From an optimization exercise on the open Yosys and OpenROAD flow, aimed at small area, a short achievable clock period and few clock cycles; shortcuts taken in it are not production practice. Function was checked by simulation only, so behaviour that the tests miss may differ from the original. Power is estimated from default activity; no workload was simulated.

Design swath_engine, start of the top module:
module swath_engine (
    input  wire        clk,
    input  wire        rst,
    input  wire        in_valid,
    output wire        in_ready,
    input  wire [5:0]  in_swath,
    input  wire        in_mirror,
    input  wire [63:0] in_sh_l,
    input  wire [63:0] in_sh_r,
    input  wire [63:0] in_lv_l,
    input  wire [63:0] in_lv_r,
    output wire        ev_valid,
    input  wire        ev_ready,
    output wire [15:0] ev_data,
    output wire        res_valid,
    output wire [6:0]  res_k
);
    localparam [2:0] G_IDLE   = 3'd0,    
                     G_SELCOL = 3'd1,
                     G_RCMD   = 3'd2,
                     G_RSEL   = 3'd3,
                     G_DATA   = 3'd4,
                     G_WR     = 3'd5,
                     G_END    = 3'd6;
    localparam [3:0] K_CMD = 4'd1, K_DATA = 4'd2, K_SELCOL = 4'd3,
                     K_SELROW = 4'd4, K_WRITE = 4'd5, K_END = 4'd6;
    wire [63:0] d_l  = in_sh_l ^ in_lv_l;
    wire [63:0] d_r  = in_sh_r ^ in_lv_r;
  ...
For scale: ~1600 cells after synthesis, ~280 flip-flops, roughly 290 I/O pins.
==> flow/config.mk <==
export PLATFORM = sky130hd
export DESIGN_NAME = swath_engine
export DESIGN_NICKNAME = swath_engine
export VERILOG_FILES = /design/flow/design.v
export SDC_FILE = /design/flow/constraint.sdc
export NUM_CORES = 4
export LEC_CHECK = 0
export ABC_CLOCK_PERIOD_IN_PS = 2000
export CAP_MARGIN = 20
export CORE_MARGIN = 2
export CORE_UTILIZATION = 40
export SLEW_MARGIN = 20
==> flow/constraint.sdc <==
create_clock -name core_clock -period 10.0 [get_ports {clk}]
set_input_delay 2.0000 -clock core_clock [delete_from_list [all_inputs] [get_ports {clk}]]
set_output_delay 2.0000 -clock core_clock [all_outputs]
set_load 0.01 [all_outputs]
standard.sh (not shown) runs the stock make flow with config.mk's settings and CLKGATE_MAP_FILE= SYNTH_SCRIPT=/design/flow/synth_recipe.tcl, a recipe that flattens the netlist after the stock synthesis.
==> flow/flow/run.sh <==
#!/bin/bash
# Layout flow: the standard ORFS flow (standard synthesis, unchanged),
# with small port buffers and the timing repair aimed at extra setup slack.
set -euo pipefail
export BUFFER_PORTS_ARGS="-buffer_cell sky130_fd_sc_hd__buf_1"
export SETUP_SLACK_MARGIN=6.5
bash standard.sh > orfs_make.log 2>&1
The first run ran to the end with no violations.
Testbench counts at the start, summed over its fixed seeds: cycles 19,719.
Edit:
ABC_CLOCK_PERIOD_IN_PS = default   (was 2000)
After rerunning: The new run finished clean; clock-buffer cell count stays the same; sequential share of layout area does not change; non-clock buffer count does not change; critical path depth does not change; combinational power stays flat; final area is unchanged; power is unchanged; via count stays the same; global-route usage stays the same; worst setup slack stays the same.
Edit:
ABC_AREA = 1   (was default)
CORE_UTILIZATION = 65   (was 40)
PLACE_DENSITY = 0.75   (was default)
Area after synthesis goes up by 3.1%. Sequential share of layout area came out lower by 0.69 points. Critical path depth drops by 2. Global-route usage increases by 10 points. Die area drops by 36%. Routed wire length is lower by 7.7%. Power came out higher by 3.3%. Worst hold slack is better by 0.027 ns.


The RTL this note starts from:
==> flow/design.v <==
module swath_engine (
    input  wire        clk,
    input  wire        rst,
    input  wire        in_valid,
    output wire        in_ready,
    input  wire [5:0]  in_swath,
    input  wire        in_mirror,
    input  wire [63:0] in_sh_l,
    input  wire [63:0] in_sh_r,
    input  wire [63:0] in_lv_l,
    input  wire [63:0] in_lv_r,
    output wire        ev_valid,
    input  wire        ev_ready,
    output wire [15:0] ev_data,
    output wire        res_valid,
    output wire [6:0]  res_k
);
    localparam [2:0] G_IDLE   = 3'd0,    
                     G_SELCOL = 3'd1,
                     G_RCMD   = 3'd2,
                     G_RSEL   = 3'd3,
                     G_DATA   = 3'd4,
                     G_WR     = 3'd5,
                     G_END    = 3'd6;
    localparam [3:0] K_CMD = 4'd1, K_DATA = 4'd2, K_SELCOL = 4'd3,
                     K_SELROW = 4'd4, K_WRITE = 4'd5, K_END = 4'd6;
    wire [63:0] d_l  = in_sh_l ^ in_lv_l;
    wire [63:0] d_r  = in_sh_r ^ in_lv_r;
    wire [63:0] t_l  = {64{in_mirror}} & d_r;
    wire [63:0] t_r  = {64{in_mirror}} & d_l;
    wire [63:0] wl_m = (in_sh_l | t_l) & (~in_lv_l | t_l);
    wire [63:0] wr_m = (in_sh_r | t_r) & (~in_lv_r | t_r);
    wire [63:0] any_n   = d_l | d_r;
    reg [63:0] any, wl, wr;      
    reg [5:0]  sw;
    reg        rdy;              
    reg        full;             
    reg        fresh;            
    reg        sbr;              
    reg        men;              
    reg [3:0]  bq;               
    reg        bq_ok;            
    reg        sel;              
    reg        xv;               
    reg [5:0]  ridx;             
    reg        rbl, rbr;         
    reg        xd;               
    reg        rlast;            
    reg [2:0]  gs;               
    reg        first;            
    reg        last;             
    reg        bl, br;           
    reg [6:0]  k;                
    reg        evv;
    reg [15:0] evd;
    reg        endr;             
    reg        resv;
    reg [6:0]  resk;
    reg [1:0]  nq;               
    reg [5:0]  cq;               
    reg        hold;             
    integer    i;
    reg  [7:0]  gf;              
    reg  [7:0]  gp;              
    reg  [63:0] ip;              
    integer a, b;
    always @(*) begin
        gp[0] = 1'b0;
        for (a = 1; a < 8; a = a + 1) gp[a] = gp[a-1] | gf[a-1];
        for (a = 0; a < 8; a = a + 1) begin
            ip[8*a] = 1'b0;
            for (b = 1; b < 8; b = b + 1) ip[8*a+b] = ip[8*a+b-1] | any[8*a+b-1];
        end
    end
    wire [7:0]  gl  = gf & ~gp;              
    wire [63:0] pre = {{8{gp[7]}}, {8{gp[6]}}, {8{gp[5]}}, {8{gp[4]}},
                       {8{gp[3]}}, {8{gp[2]}}, {8{gp[1]}}, {8{gp[0]}}} | ip;
    wire [63:0] li  = any & ~ip;             
    reg  [5:0]  lo_idx;
    reg         lo_l, lo_r;
    integer c, d;
    always @(*) begin
        lo_idx = 6'd0;
        lo_l   = 1'b0;
        lo_r   = 1'b0;
        for (c = 0; c < 8; c = c + 1) begin
            lo_idx[5:3] = lo_idx[5:3] | ({3{gl[c]}} & c[2:0]);
            for (d = 0; d < 8; d = d + 1) begin
                lo_idx[2:0] = lo_idx[2:0] | ({3{gl[c] & li[8*c+d]}} & d[2:0]);
                lo_l = lo_l | (gl[c] & li[8*c+d] & wl[8*c+d]);
                lo_r = lo_r | (gl[c] & li[8*c+d] & wr[8*c+d]);
            end
        end
    end
    wire sb       = ~|any;                       
    wire sbk      = fresh ? (&bq) : sbr;
    wire nbk      = ~sbk;
    wire ext      = full & sel & ~xv & (|gf);    
    wire adv      = ~evv | ev_ready;
    wire gen_rsel = adv & (gs == G_RSEL);
    wire start    = adv & (gs == G_IDLE) & full & ~sel & nbk;
    wire take     = in_valid & rdy;
    wire retire   = full & ~sel & sbk;           
    wire nb_new   = start;                       
    wire drain    = ~endr & cq[0] & ~hold;
    assign in_ready  = rdy;
    assign ev_valid  = evv;
    assign ev_data   = evd;
    assign res_valid = resv;
    assign res_k     = resk;
    wire       full_n = take | (full & ~sbk);
    wire [1:0] nq_n   = nb_new ? (endr ? nq : {nq[0], 1'b1})
                               : (endr ? {1'b0, nq[1]} : nq);
    wire       hold_n = (retire & nq[0] | hold) & ~endr;
    wire [5:0] cq_n   = retire ? (drain ? cq : {cq[4:0], 1'b1})
                               : (drain ? {1'b0, cq[5:1]} : cq);
    wire       slot_n = take ? (bq_ok & (&bq)) : ~full_n;
    wire       rdy_n  = slot_n & ~cq_n[4] & ~(nq_n[0] & ~hold_n & cq_n[0]);
    always @(posedge clk) begin
        if (men) begin
            wl  <= wl_m;
            wr  <= wr_m;
            sw  <= in_swath;
        end
        for (i = 0; i < 64; i = i + 1)
            if (men || (ext && gl[i/8] && li[i])) any[i] <= men & any_n[i];
        sbr <= sb;
        for (i = 0; i < 4; i = i + 1) bq[i] <= ~|any_n[16*i +: 16];
        for (i = 0; i < 8; i = i + 1) begin
            gf[i] <= |any[8*i +: 8];
        end
        if (ext) begin
            ridx  <= lo_idx;
            rbl   <= lo_l;
            rbr   <= lo_r;
        end
    end
    always @(posedge clk) begin
        if (gen_rsel) begin
            bl   <= rbl;
            br   <= rbr;
            last <= xd ? sb : rlast;
            k    <= first ? 7'd1 : k + 7'd1;
        end
        if (adv) begin
            case (gs)
                G_IDLE:   evd <= {K_CMD, 12'd0};
                G_SELCOL: evd <= {K_SELCOL, sw, sw};
                G_RCMD:   evd <= {K_CMD, 12'd0};
                G_RSEL:   evd <= {K_SELROW, ridx, ridx};
                G_DATA:   evd <= {K_DATA, 12'd0};
                G_WR:     evd <= {K_WRITE, 4'd0, {4{br}}, {4{bl}}};
                default:  evd <= {K_END, 12'd0};
            endcase
        end
        resk <= endr ? k : 7'd0;
    end
    always @(posedge clk) begin
        if (rst) begin
            rdy   <= 1'b1;
            full  <= 1'b0;
            fresh <= 1'b0;
            bq_ok <= 1'b0;
            men   <= 1'b1;
            xd    <= 1'b0;
            sel   <= 1'b0;
            xv    <= 1'b0;
            gs    <= G_IDLE;
            first <= 1'b0;
            evv   <= 1'b0;
            endr  <= 1'b0;
            resv  <= 1'b0;
            nq    <= 2'd0;
            cq    <= 6'd0;
            hold  <= 1'b0;
        end else begin
            bq_ok <= in_valid & ~take;
            men   <= slot_n;
            xd    <= ext;
            if (xd) rlast <= sb;
            if (take)                            sel <= 1'b0;
            else if (adv && gs == G_SELCOL)      sel <= 1'b1;
            if (ext)           xv <= 1'b1;
            else if (gen_rsel) xv <= 1'b0;
            if (adv) begin
                case (gs)
                    G_IDLE: begin
                        evv <= full & ~sel & nbk;
                        if (full & ~sel & nbk) gs <= G_SELCOL;
                    end
                    G_SELCOL: begin evv <= 1'b1; gs <= G_RCMD; end
                    G_RCMD:   begin evv <= 1'b1; gs <= G_RSEL; end
                    G_RSEL:   begin evv <= 1'b1; gs <= G_DATA; end
                    G_DATA:   begin evv <= 1'b1; gs <= G_WR;   end
                    G_WR:     begin evv <= 1'b1; gs <= last ? G_END : G_RCMD; end
                    default:  begin evv <= 1'b1; gs <= G_IDLE; end
                endcase
            end
            if (start)         first <= 1'b1;
            else if (gen_rsel) first <= 1'b0;
            endr  <= evv & ev_ready & (evd[14:12] == K_END[2:0]);
            rdy   <= rdy_n;
            full  <= full_n;
            fresh <= take;
            resv  <= endr | drain;
            nq    <= nq_n;
            cq    <= cq_n;
            hold  <= hold_n;
        end
    end
endmodule
export LEC_CHECK = 0
export ABC_AREA = 1
export CAP_MARGIN = 20
export CORE_MARGIN = 2
export CORE_UTILIZATION = 40
export SLEW_MARGIN = 20
create_clock -name core_clock -period 10.0 [get_ports {clk}]
==> flow/flow/run.sh <==
#!/bin/bash
# Layout flow: the standard ORFS flow (standard synthesis, unchanged),
# with small port buffers and the timing repair aimed at extra setup slack.
set -euo pipefail
export BUFFER_PORTS_ARGS="-buffer_cell sky130_fd_sc_hd__buf_1"
export SETUP_SLACK_MARGIN=7.0
export CTS_CLUSTER_SIZE=30
export CTS_CLUSTER_DIAMETER=80
bash standard.sh > orfs_make.log 2>&1
The starting point produced a clean layout.
Testbench counts at the start, summed over its fixed seeds: cycles 19,783.
Edit:
--- a/flow/flow/run.sh
+++ b/flow/flow/run.sh
@@ -5,3 +5,3 @@
 export BUFFER_PORTS_ARGS="-buffer_cell sky130_fd_sc_hd__buf_1"
-export SETUP_SLACK_MARGIN=7.0
+export SETUP_SLACK_MARGIN=7.1
 export CTS_CLUSTER_SIZE=30
ABC_AREA = not set   (was 1)
CORE_UTILIZATION = 50   (was 40)
PLACE_DENSITY = 0.65   (was not set)
Result: Clock power shrinks by 14%. Setup slack improved by 53 ps. Core utilization grows by 12 points. Maximum frequency grows by 1.7%. Synthesized cell count shrinks by 17%. Final cell count shrinks by 17%. Total power shrinks by 7.2%. Synthesized area shrinks by 2.3%.

[separate check: timing with driven ports]
In the flow no input, the clock included, has a driving cell. The finished layouts below were timed again as built, in two steps.
Step 1 assumes that a clkbuf_16 drives the clock port and a buf_2 every other input.
Step 2 also shifts input and output timing later by t, the mid clock arrival at the registers, as if the neighbouring blocks saw the same clock.
a / b / c = ideal ports / drivers / drivers and shift; a / b = the first two.
run | t, ns | setup WS [ns] | worst setup path after step 2 | worst data-port slew with drivers (ns)
the first run of note 1 | 0.614 | 6.649 / 6.649 / 6.400 | input to register | 0.08
the second run of note 1 | 0.614 | 6.649 / 6.649 / 6.400 | input to register | 0.08
the third run of note 1 | 0.601 | 6.663 / 6.687 / 6.086 | input to register | 0.05
the first run of note 2 | 0.578 | 6.899 / 6.847 / 6.675 | input to register | 0.05
the second run of note 2 | 0.564 | 6.951 / 6.897 / 6.668 | input to register | 0.09
After both steps every run listed still meets setup and hold. The setup slack of the third run of note 1, which loses most, moves by +0.024 ns with the drivers and by -0.577 ns with both steps.
